From an optimization exercise on the open Yosys and OpenROAD flow, aimed at small area, a short achievable clock period and few clock cycles; shortcuts taken in it are not production practice. At most, simulation tests tie the RTL to the original design; equivalence was not proved. Power is estimated from default activity; no workload was simulated.

// codec_core
module codec_core (
    input             clk,
    input             rst,
    input             cmd_valid,
    output            cmd_ready,
    input      [7:0]  cmd_opc,
    input      [4:0]  cmd_width,
    input      [15:0] cmd_len,
    input      [15:0] cmd_count,
    input             in_valid,
    output            in_ready,
    input      [15:0] in_data,
    output            out_valid,
    input             out_ready,
    output     [15:0] out_data,
    output            done,
    output            err,
    output     [3:0]  err_code,
    output     [15:0] err_info
);
    reg        busy;       
    reg        fin;        
    reg        skip;       
    reg        enc, dec, qd, qu, pk, up;   
    reg [4:0]  w;          
    reg [3:0]  p;          
    reg [3:0]  amt;        
    reg [15:0] in_left;    
    reg [15:0] cnt;        
    reg [15:0] W0;         
    reg        ld;         
    reg        tl;         
    reg        rn;         
    reg        inz, in1;   
    reg        cntz, cnt1; 
    reg        crs, need;  
    reg        mA, mB;     
    reg        err_r;
    reg        c_w;        
    reg        c_r;        
    reg        ov;
    reg [15:0] od;
    wire is_q   = qd | qu;
    wire is_rle = enc | dec;
    wire left   = pk | qu;
    wire work = busy & ~fin;
    wire room = ~ov | out_ready;
    wire [15:0] mask;      
    wire [15:0] gep;       
    genvar j;
    generate
        for (j = 0; j < 16; j = j + 1) begin : g_th
  ...
Size: ~1300 cells after synthesis, ~100 flip-flops, ~110 I/O pins.
==> flow/config.mk <==
export PLATFORM = sky130hd
export DESIGN_NAME = codec_core
export DESIGN_NICKNAME = codec_core
export VERILOG_FILES = /design/flow/design.v
export SDC_FILE = /design/flow/constraint.sdc
export NUM_CORES = 4
export LEC_CHECK = 0
export ABC_AREA = 1
export CAP_MARGIN = 20
export CORE_MARGIN = 2
export CORE_UTILIZATION = 40
export SETUP_SLACK_MARGIN = 2.4
export SLEW_MARGIN = 20
export TNS_END_PERCENT = 1
==> flow/constraint.sdc <==
create_clock -name core_clock -period 5.0 [get_ports {clk}]
set_input_delay 1.0000 -clock core_clock [delete_from_list [all_inputs] [get_ports {clk}]]
set_output_delay 1.0000 -clock core_clock [all_outputs]
set_load 0.01 [all_outputs]
standard.sh (not shown) runs the stock make flow with config.mk's settings and CLKGATE_MAP_FILE= SYNTH_SCRIPT=/design/flow/synth_recipe.tcl, a recipe that flattens the netlist after the stock synthesis.
==> flow/flow/run.sh <==
#!/bin/bash
# Standard synthesis, then the standard ORFS layout steps, with buf_2 port
# buffers in place of the platform's default delay-cell buffers.
set -euo pipefail
bash standard.sh synth > synth.log 2>&1
bash standard.sh "BUFFER_PORTS_ARGS=-buffer_cell sky130_fd_sc_hd__buf_2" finish > layout.log 2>&1
The baseline finished clean.
Testbench counts at the start, summed over its fixed seeds: cycles 53,953.
Then changed:
Settings changed: CTS_BUF_LIST set to sky130_fd_sc_hd__clkbuf_8 sky130_fd_sc_hd__clkbuf_16, TNS_END_PERCENT 1 to 5.
What happened: The changed run went through all stages and came out clean; clock skew stays flat; non-clock buffer count came out higher by 4; final area rose by 1.7%; routed wire length climbs by 1.8%; utilization rises by 0.83 points; global-route usage grows by 0.81 points.
Then changed:
Settings changed: CTS_BUF_LIST sky130_fd_sc_hd__clkbuf_8 sky130_fd_sc_hd__clkbuf_16 to unset, TNS_END_PERCENT 5 to 15.
The changed run passed the timing, design-rule and antenna checks.
Routed wire length climbs by 1.3%.
Final area increases by 3.9%.
Worst setup slack improved by 0.095 ns.
Cell count rose by 0.84%.
Clock skew is about the same.
Die area does not change.
Area after synthesis is unchanged.
Count of clock-buffer cells in the layout stays the same.
Clock power is about the same.
Flip-flop and latch count stays the same.
Then changed:
Settings changed: CTS_BUF_LIST set to sky130_fd_sc_hd__clkbuf_8, CTS_CLUSTER_SIZE set to 10, TNS_END_PERCENT 15 to 5.
The new run finished clean.
Cell count shrinks by 1.0%.
Power shrinks by 8.6%.
Setup slack gets worse by 0.065 ns.
Wire length shrinks by 2.8%.
Utilization shrinks by 2.9 points.

========
## delta
Another version of the RTL of codec_core (not shown whole).
Size in the first run: ~1200 cells after synthesis, ~100 flip-flops, ~110 I/O pins, about 0.0095 mm² of cells after synthesis.
==> flow/design.v (excerpt) <==
module codec_core (
    input             clk,
    input             rst,
    input             cmd_valid,
    output            cmd_ready,
    input      [7:0]  cmd_opc,
    input      [4:0]  cmd_width,
    input      [15:0] cmd_len,
    input      [15:0] cmd_count,
    input             in_valid,
    output            in_ready,
    input      [15:0] in_data,
    output            out_valid,
    input             out_ready,
    output     [15:0] out_data,
    output            done,
    output            err,
    output     [3:0]  err_code,
    output     [15:0] err_info
);
export LEC_CHECK = 0
export CAP_MARGIN = 20
export CORE_MARGIN = 2
export CORE_UTILIZATION = 40
export SLEW_MARGIN = 20
create_clock -name core_clock -period 5.0 [get_ports {clk}]
run.sh (not shown) runs the stock make flow with config.mk's settings and CLKGATE_MAP_FILE= SYNTH_SCRIPT=/design/flow/synth_recipe.tcl, a recipe that flattens the netlist after the stock synthesis.
Stock flow here: none of the scripts above is used.
delta: done, clean on timing, DRC and antenna
Input changes introduced in beta (baseline for comparison: delta):
Settings: setting SETUP_SLACK_MARGIN to 2.4 for the first time.
### Flow results
[compare] base=delta new=beta: average routed wire per standard cell increased by about 7% relative to the old numbers, slew at the pin with the worst max-slew slack decreased 0.44 ns, detail-routed via count per cell grew by about 0.8%, total power now sits higher.
No functional check of the RTL was part of any run of this note.

========
## job 771
The RTL this note starts from:
==> flow/design.v <==
module codec_core (
    input             clk,
    input             rst,
    input             cmd_valid,
    output            cmd_ready,
    input      [7:0]  cmd_opc,
    input      [4:0]  cmd_width,
    input      [15:0] cmd_len,
    input      [15:0] cmd_count,
    input             in_valid,
    output            in_ready,
    input      [15:0] in_data,
    output            out_valid,
    input             out_ready,
    output     [15:0] out_data,
    output            done,
    output            err,
    output     [3:0]  err_code,
    output     [15:0] err_info
);
    reg        busy;       
    reg        fin;        
    reg        skip;       
    reg        enc, dec, qd, qu, pk, up;   
    reg [4:0]  w;          
    reg [3:0]  p;          
    reg [3:0]  amt;        
    reg [15:0] in_left;    
    reg [15:0] cnt;        
    reg [15:0] W0;         
    reg        ld;         
    reg        tl;         
    reg        rn;         
    reg        inz, in1;   
    reg        cntz, cnt1; 
    reg        crs, need;  
    reg        mA, mB;     
    reg        err_r;
    reg        c_w;        
    reg        c_r;        
    reg        ov;
    reg [15:0] od;
    wire is_q   = qd | qu;
    wire is_rle = enc | dec;
    wire left   = pk | qu;
    wire work = busy & ~fin;
    wire room = ~ov | out_ready;
    wire [15:0] mask;      
    wire [15:0] gep;       
    genvar j;
    generate
        for (j = 0; j < 16; j = j + 1) begin : g_th
            assign mask[j] = w > j;
            assign gep[j]  = p <= j;
        end
    endgenerate
    wire [4:0]  sum   = {1'b0, p} + w;
    wire [4:0]  sum2  = {1'b0, sum[3:0]} + w;
    wire [15:0] m2    = up ? {16{~inz}} : left ? (mask & {16{~tl}}) : 16'hFFFF;
    wire [15:0] selw  = up ? (gep & {16{ld}}) : {16{enc | (dec & ~ld)}};
    wire [15:0] flip  = {qd, 5'd0, qu, 9'd0};
    wire [15:0] X     = (selw & W0) | (~selw & ((in_data & m2) ^ flip));
    wire [15:0] r1    = amt[0] ? {X[0],     X[15:1]}  : X;
    wire [15:0] r2    = amt[1] ? {r1[1:0],  r1[15:2]} : r1;
    wire [15:0] r4    = amt[2] ? {r2[3:0],  r2[15:4]} : r2;
    wire [15:0] R     = amt[3] ? {r4[7:0],  r4[15:8]} : r4;
    wire [15:0] bp_out = left ? ((gep & R) | (~gep & W0)) : (R & mask);
    wire bad  = |(in_data & ~mask);
    wire same = (in_data[7:0] == W0[7:0]) & ~cntz;
    wire [15:0] in_left_m1 = in_left - 16'd1;
    wire [15:0] cnt_m1     = cnt - 16'd1;
    wire        in_left2   = in_left == 16'd2;
    wire        cnt2       = cnt == 16'd2;
    wire in_rdy = mA | (mB & room);
    wire take   = in_valid & in_rdy;
    wire em_r  = work & ((pk & tl) | (up & ~cntz & ((ld & ~crs) | inz)) | (dec & ~ld & ~cntz) |
                         (enc & (tl | ld)) | (enc & ~tl & ~ld & inz & rn));
    wire em_rv = work & up & ~cntz & (~ld | crs) & ~inz;
    wire em_t  = work & (is_q | (pk & ~tl & (crs | in1)) | (dec & ld & ~cntz));
    wire em_tb = work & enc & ~tl & ~ld & rn;
    wire emit  = (room & (em_r | (em_rv & in_valid))) | (take & (em_t | (em_tb & ~same)));
    wire f_1  = work & ((skip & inz) | (is_q & inz) | (pk & ~tl & inz) | (up & cntz & inz) |
                        (dec & ~ld & cntz & inz) | (enc & ~tl & ~ld & inz & ~rn));
    wire f_v  = work & ((skip & in1) | (up & cntz & in1));
    wire f_t  = work & ((is_q & in1) | (pk & ~tl & in1 & ~need) | (dec & ld & in1 & (cntz | cnt1)));
    wire f_r  = work & ((pk & tl) | (up & ~cntz & cnt1 & inz) | (dec & ~ld & ~cntz & cnt1 & inz) |
                        (enc & ld & ~tl & inz & ~rn));
    wire f_rv = work & up & ~cntz & cnt1 & (~ld | crs) & in1;
    wire finish = f_1 | (in_valid & f_v) | (take & f_t) | (room & (f_r | (f_rv & in_valid)));
    wire ecnt     = enc & (tl | ~ld);
    wire cmd_rdy  = ~busy & (~fin | room);
    wire cmd_fire = cmd_valid & cmd_rdy;
    wire c_bp     = cmd_opc[5];
    wire c_q      = cmd_opc[4];
    wire c_dir    = cmd_opc[1];
    wire wbad     = cmd_width == 5'd0 || cmd_width > 5'd16;
    wire skip_c   = (c_bp & wbad) | (~c_bp & ~c_q & c_dir & cmd_len[0]);
    wire c_enc    = ~skip_c & ~c_bp & ~c_q & ~c_dir;
    wire c_dec    = ~skip_c & ~c_bp & ~c_q &  c_dir;
    wire c_qd     = ~skip_c & c_q & ~c_dir;
    wire c_qu     = ~skip_c & c_q &  c_dir;
    wire c_pk     = ~skip_c & c_bp & ~c_dir;
    wire c_up     = ~skip_c & c_bp &  c_dir;
    wire c_inz    = cmd_len == 16'd0;
    wire c_cntz   = ~c_up | (cmd_count == 16'd0);
    wire c_cnt1   = c_up & (cmd_count == 16'd1);
    wire e_brk   = take & ~same & enc & ~tl & rn;
    wire e_tail  = room & work & enc & ~tl & ~ld & inz & rn;
    wire e_start = take & enc & ~rn;
    wire e_ext   = take & same & enc & rn;
    wire d_load  = take & dec & ~ld;
    wire c_dec1  = (emit & (up | dec)) | e_ext | (take & ~bad & (qu | pk) & ~err_r);
    wire step    = (take & pk & ~tl) | (emit & up & ~cntz);
    reg inz_n, in1_n, cntz_n, cnt1_n, crs_n, ld_n, tl_n, rn_n;
    always @* begin
        inz_n  = inz;
        in1_n  = in1;
        cntz_n = cntz;
        cnt1_n = cnt1;
        crs_n  = crs;
        ld_n   = ld;
        tl_n   = tl;
        rn_n   = rn;
        if (cmd_fire) begin
            inz_n  = c_inz;
            in1_n  = cmd_len == 16'd1;
            cntz_n = c_cntz;
            cnt1_n = c_cnt1;
            crs_n  = cmd_width[4];
            ld_n   = 1'b0;
            tl_n   = 1'b0;
            rn_n   = 1'b0;
        end else begin
            if (take) begin
                inz_n = in1;
                in1_n = in_left2;
            end
            if (d_load) begin
                cntz_n = in_data[7:0] == 8'd0;
                cnt1_n = in_data[7:0] == 8'd1;
            end else if (e_start | e_brk) begin
                cntz_n = 1'b0;
                cnt1_n = 1'b0;
            end else if (c_dec1) begin
                cntz_n = cnt1;
                cnt1_n = cnt2;
            end
            if (step)
                crs_n = sum2[4];
            if (pk) begin
                if (tl) begin
                    if (room) tl_n = 1'b0;
                end else if (take & in1 & need)
                    tl_n = 1'b1;
            end
            if (up & ~cntz & ~ld & emit)
                ld_n = ~crs;
            if (dec & take)
                ld_n = ~ld;
            if (enc) begin
                if (e_start)
                    rn_n = 1'b1;
                else if (e_tail)
                    rn_n = 1'b0;
                if (tl) begin
                    if (room) tl_n = 1'b0;
                end else if (ld) begin
                    if (e_brk) tl_n = 1'b1;
                    else if (room) ld_n = 1'b0;
                end else if (e_brk | e_tail)
                    ld_n = 1'b1;
            end
        end
    end
    wire busy_n = cmd_fire | (busy & ~(work & finish));
    wire fin_n  = (work & finish) | (fin & ~room);
    wire enc_n  = cmd_fire ? c_enc : enc;
    wire dec_n  = cmd_fire ? c_dec : dec;
    wire q_n    = cmd_fire ? (c_qd | c_qu) : is_q;
    wire pk_n   = cmd_fire ? c_pk : pk;
    wire up_n   = cmd_fire ? c_up : up;
    wire skip_n = cmd_fire ? skip_c : skip;
    wire act_n  = busy_n & ~fin_n & ~inz_n;
    wire mA_n   = act_n & (skip_n | ((up_n | dec_n) & cntz_n));
    wire mB_n   = act_n & (q_n | (pk_n & ~tl_n) | (up_n & ~cntz_n & (~ld_n | crs_n)) |
                           (dec_n & ~cntz_n & (ld_n | cnt1_n)) | (enc_n & ~tl_n));
    always @(posedge clk) begin
        if (rst) begin
            busy <= 1'b0;
            fin  <= 1'b0;
            ov   <= 1'b0;
            mA   <= 1'b0;
            mB   <= 1'b0;
        end else begin
            busy <= busy_n;
            fin  <= fin_n;
            ov   <= emit | (ov & ~out_ready);
            mA   <= mA_n;
            mB   <= mB_n;
        end
        inz  <= inz_n;
        in1  <= in1_n;
        cntz <= cntz_n;
        cnt1 <= cnt1_n;
        crs  <= crs_n;
        ld   <= ld_n;
        tl   <= tl_n;
        rn   <= rn_n;
        if (emit)
            od <= ecnt ? {8'd0, ~cnt[7:0]} : bp_out;
        if (cmd_fire) begin
            enc   <= c_enc;
            dec   <= c_dec;
            qd    <= c_qd;
            qu    <= c_qu;
            pk    <= c_pk;
            up    <= c_up;
            w     <= c_q ? 5'd10 : c_bp ? cmd_width : 5'd8;
            skip  <= skip_c;
            err_r <= skip_c;
            c_w   <= c_bp & wbad;
            c_r   <= c_bp | c_q;
        end else if (take & (qu | pk) & bad)
            err_r <= 1'b1;
        if (cmd_fire)
            in_left <= cmd_len;
        else if (take)
            in_left <= in_left_m1;
        if (cmd_fire) begin
            p    <= c_q ? 4'd6 : (~c_bp & ~c_dir) ? 4'd8 : 4'd0;
            amt  <= c_q ? (c_dir ? 4'd10 : 4'd6) : (~c_bp & ~c_dir) ? 4'd8 : 4'd0;
            need <= cmd_width[4] & (|cmd_width[3:0]);
        end else if (step) begin
            p    <= sum[3:0];
            amt  <= up ? sum[3:0] : 4'd0 - sum[3:0];
            need <= sum2[4] & (|sum2[3:0]);
        end
        if (cmd_fire)
            cnt <= c_bp ? (wbad ? ~{11'd0, cmd_width} : c_dir ? cmd_count : 16'hFFFF) :
                   c_q ? 16'hFFFF : (c_dir & cmd_len[0]) ? ~cmd_len : 16'd0;
        else if (d_load)
            cnt <= {8'd0, in_data[7:0]};
        else if (e_start | e_brk)
            cnt <= 16'h00FE;
        else if (c_dec1)
            cnt <= cnt_m1;
        if (cmd_fire)
            W0 <= 16'd0;
        else if (take & pk & ~tl)
            W0 <= crs ? (R & ~gep) : bp_out;
        else if (e_brk | e_tail)
            W0 <= {W0[7:0], in_data[7:0]};
        else if ((up & ~cntz & emit & (crs | ~ld)) | (is_rle & take))
            W0 <= in_data & {16{~inz}};
    end
    assign cmd_ready = cmd_rdy;
    assign in_ready  = in_rdy;
    assign out_valid = ov;
    assign out_data  = od;
    assign done      = fin & room;
    assign err       = err_r;
    assign err_code  = {~c_w & c_r, 1'b0, c_w, ~c_w};
    assign err_info  = ~cnt;
endmodule
Settings: LEC_CHECK=0, ABC_AREA=1, CAP_MARGIN=20, CORE_MARGIN=2, CORE_UTILIZATION=40, PLACE_DENSITY=0.75, SETUP_SLACK_MARGIN=2.4, SLEW_MARGIN=20, TNS_END_PERCENT=5; clock period 5.0 ns.
standard.sh (not shown) runs the stock make flow with config.mk's settings and CLKGATE_MAP_FILE= SYNTH_SCRIPT=/design/flow/synth_recipe.tcl, a recipe that flattens the netlist after the stock synthesis.
Scripts as last shown in full above: flow/flow/run.sh
Testbench counts of job 771, summed over its fixed seeds: cycles 53,953.
The inputs of job 3980 differ from those of job 771 as listed below.
Settings: a deleted PLACE_DENSITY that had been 0.75; a change of SETUP_SLACK_MARGIN from 2.4 to 2.5; a deleted TNS_END_PERCENT that had been 5.
==> flow/flow/run.sh <==
#!/bin/bash
# Standard synthesis, then the standard ORFS layout steps with two changes:
# port buffers are buf_2 (not the platform's default delay buffer) and the
# resizer may swap cells across footprints.
set -euo pipefail
bash standard.sh synth > synth.log 2>&1
bash standard.sh "BUFFER_PORTS_ARGS=-buffer_cell sky130_fd_sc_hd__buf_2" \
    MATCH_CELL_FOOTPRINT=0 finish > layout.log 2>&1
Results
On area after detailed placement: job 3980 sits above job 771.
Relative to job 771, biggest fanout along the worst timing path has increased by 1 in job 3980.
Compared to job 771, job 3980 leaves less free space in the core.
From job 3980 to job 771, instance count of the mapped netlist did not move at all.
[compare] base=job 771 new=job 3980: post-layout instance count excluding filler cells now sits higher; clock skew after layout now sits lower; switching share of power now sits higher; overall die width now sits at about the same level.
Changes in job 9075 relative to job 3980:
Settings: TNS_END_PERCENT now 5, previously not set; SETUP_SLACK_MARGIN now 2.2, was 2.5.
==> flow/flow/run.sh <==
#!/bin/bash
# Standard synthesis, then the standard ORFS layout steps, with buf_2 port
# buffers in place of the platform's default delay-cell buffers.
set -euo pipefail
bash standard.sh synth > synth.log 2>&1
bash standard.sh "BUFFER_PORTS_ARGS=-buffer_cell sky130_fd_sc_hd__buf_2" finish > layout.log 2>&1
Findings:
- Summary: worst setup slack, job 9075 better than job 3980
- Non-clock buffer contribution to total cell area is lower on job 9075
- The higher maximum resistive drop on vdd came out of job 9075.
- Job 9075 vs. job 3980: worst-case hold slack went down by 0.050 ns.
- Number of fill cells in the layout (job 3980 / job 9075): 0.865
Changes in job 5285 relative to job 9075:
Settings: SETUP_SLACK_MARGIN: 2.2 -> 2.4.
==> flow/run.sh (new file) <==
#!/bin/bash
# synth_recipe.tcl (not shown) runs the flow's synth.tcl, then flattens the netlist and writes it again
# the make line also repeats each setting of config.mk as NAME=value (left out here)
make -C /OpenROAD-flow-scripts/flow DESIGN_CONFIG=/design/flow/config.mk WORK_HOME=/design/flow/orfs CLKGATE_MAP_FILE= SYNTH_SCRIPT=/design/flow/synth_recipe.tcl finish
removed: flow/flow/run.sh
removed: flow/standard.sh
Notes after the runs:
- For the total global-route track usage, job 5285 came in 0.90 points lower than job 9075 did.
- Job 5285: done, clean on timing, DRC and antenna
- Job 9075 ended with every stage complete and zero timing, DRC or antenna violations.
- Normalized max-slew margin in job 5285 vs job 9075: up 17 points
- Taking job 9075 as the reference, in job 5285 final worst-path setup slack went up, fmax increased by 3.7% relative to the old numbers, number of buffers outside the clock class in the layout increased by 13 relative to the old numbers, layout cell share with drive strength beyond 1 -3.5 points, tightest hold margin moved down.
- Job 5285 vs. job 9075: portion of total power attributed to the clock network dropped 1.3 points; overall via count from detail_route climbed 35.

==> what the ideal ports hide <==
No port has a modelled driver above. Below, the same layouts with a new extraction and two added sets of constraints. Step 1 assumes that a clkbuf_16 drives the clock port and a buf_2 every other input. Step 2 adds t to the input delays and takes it off the output delays; t is the mean of the earliest and latest rising clock arrival at the registers after step 1. Input paths then give back, and output paths get back, about the clock's delay inside the block. a / b / c = ideal ports / drivers / drivers and shift; a / b = the first two.
| run | shift t [ns] | slack for setup (ns) | worst hold slack (ns) |
|---|---|---|---|
| the first run of note 1 | 0.411 | 2.172 / 2.194 / 1.792 | 0.524 / 0.524 / 0.524 |
| the second run of note 1 | 0.417 | 2.172 / 2.150 / 1.856 | 0.525 / 0.525 / 0.525 |
| the third run of note 1 | 0.418 | 2.266 / 2.264 / 1.875 | 0.529 / 0.529 / 0.529 |
| the fourth run of note 1 | 0.455 | 2.202 / 2.202 / 1.831 | 0.533 / 0.533 / 0.533 |
| delta | 0.407 | 0.429 / 0.429 / 0.429 | 0.493 / 0.493 / 0.493 |
| beta | 0.420 | 1.234 / 1.213 / 1.017 | 0.496 / 0.496 / 0.496 |
| job 771 | 0.407 | 2.064 / 2.064 / 1.731 | 0.489 / 0.489 / 0.489 |
| job 3980 | 0.419 | 1.967 / 1.967 / 1.814 | 0.556 / 0.556 / 0.556 |
| job 9075 | 0.413 | 2.065 / 2.065 / 1.693 | 0.506 / 0.506 / 0.506 |
| job 5285 | 0.418 | 2.170 / 2.170 / 1.794 | 0.501 / 0.501 / 0.501 |
After both steps every run listed still meets setup and hold. The setup slack of the third run of note 1, which loses most, moves by -0.002 ns with the drivers and by -0.391 ns with both steps.
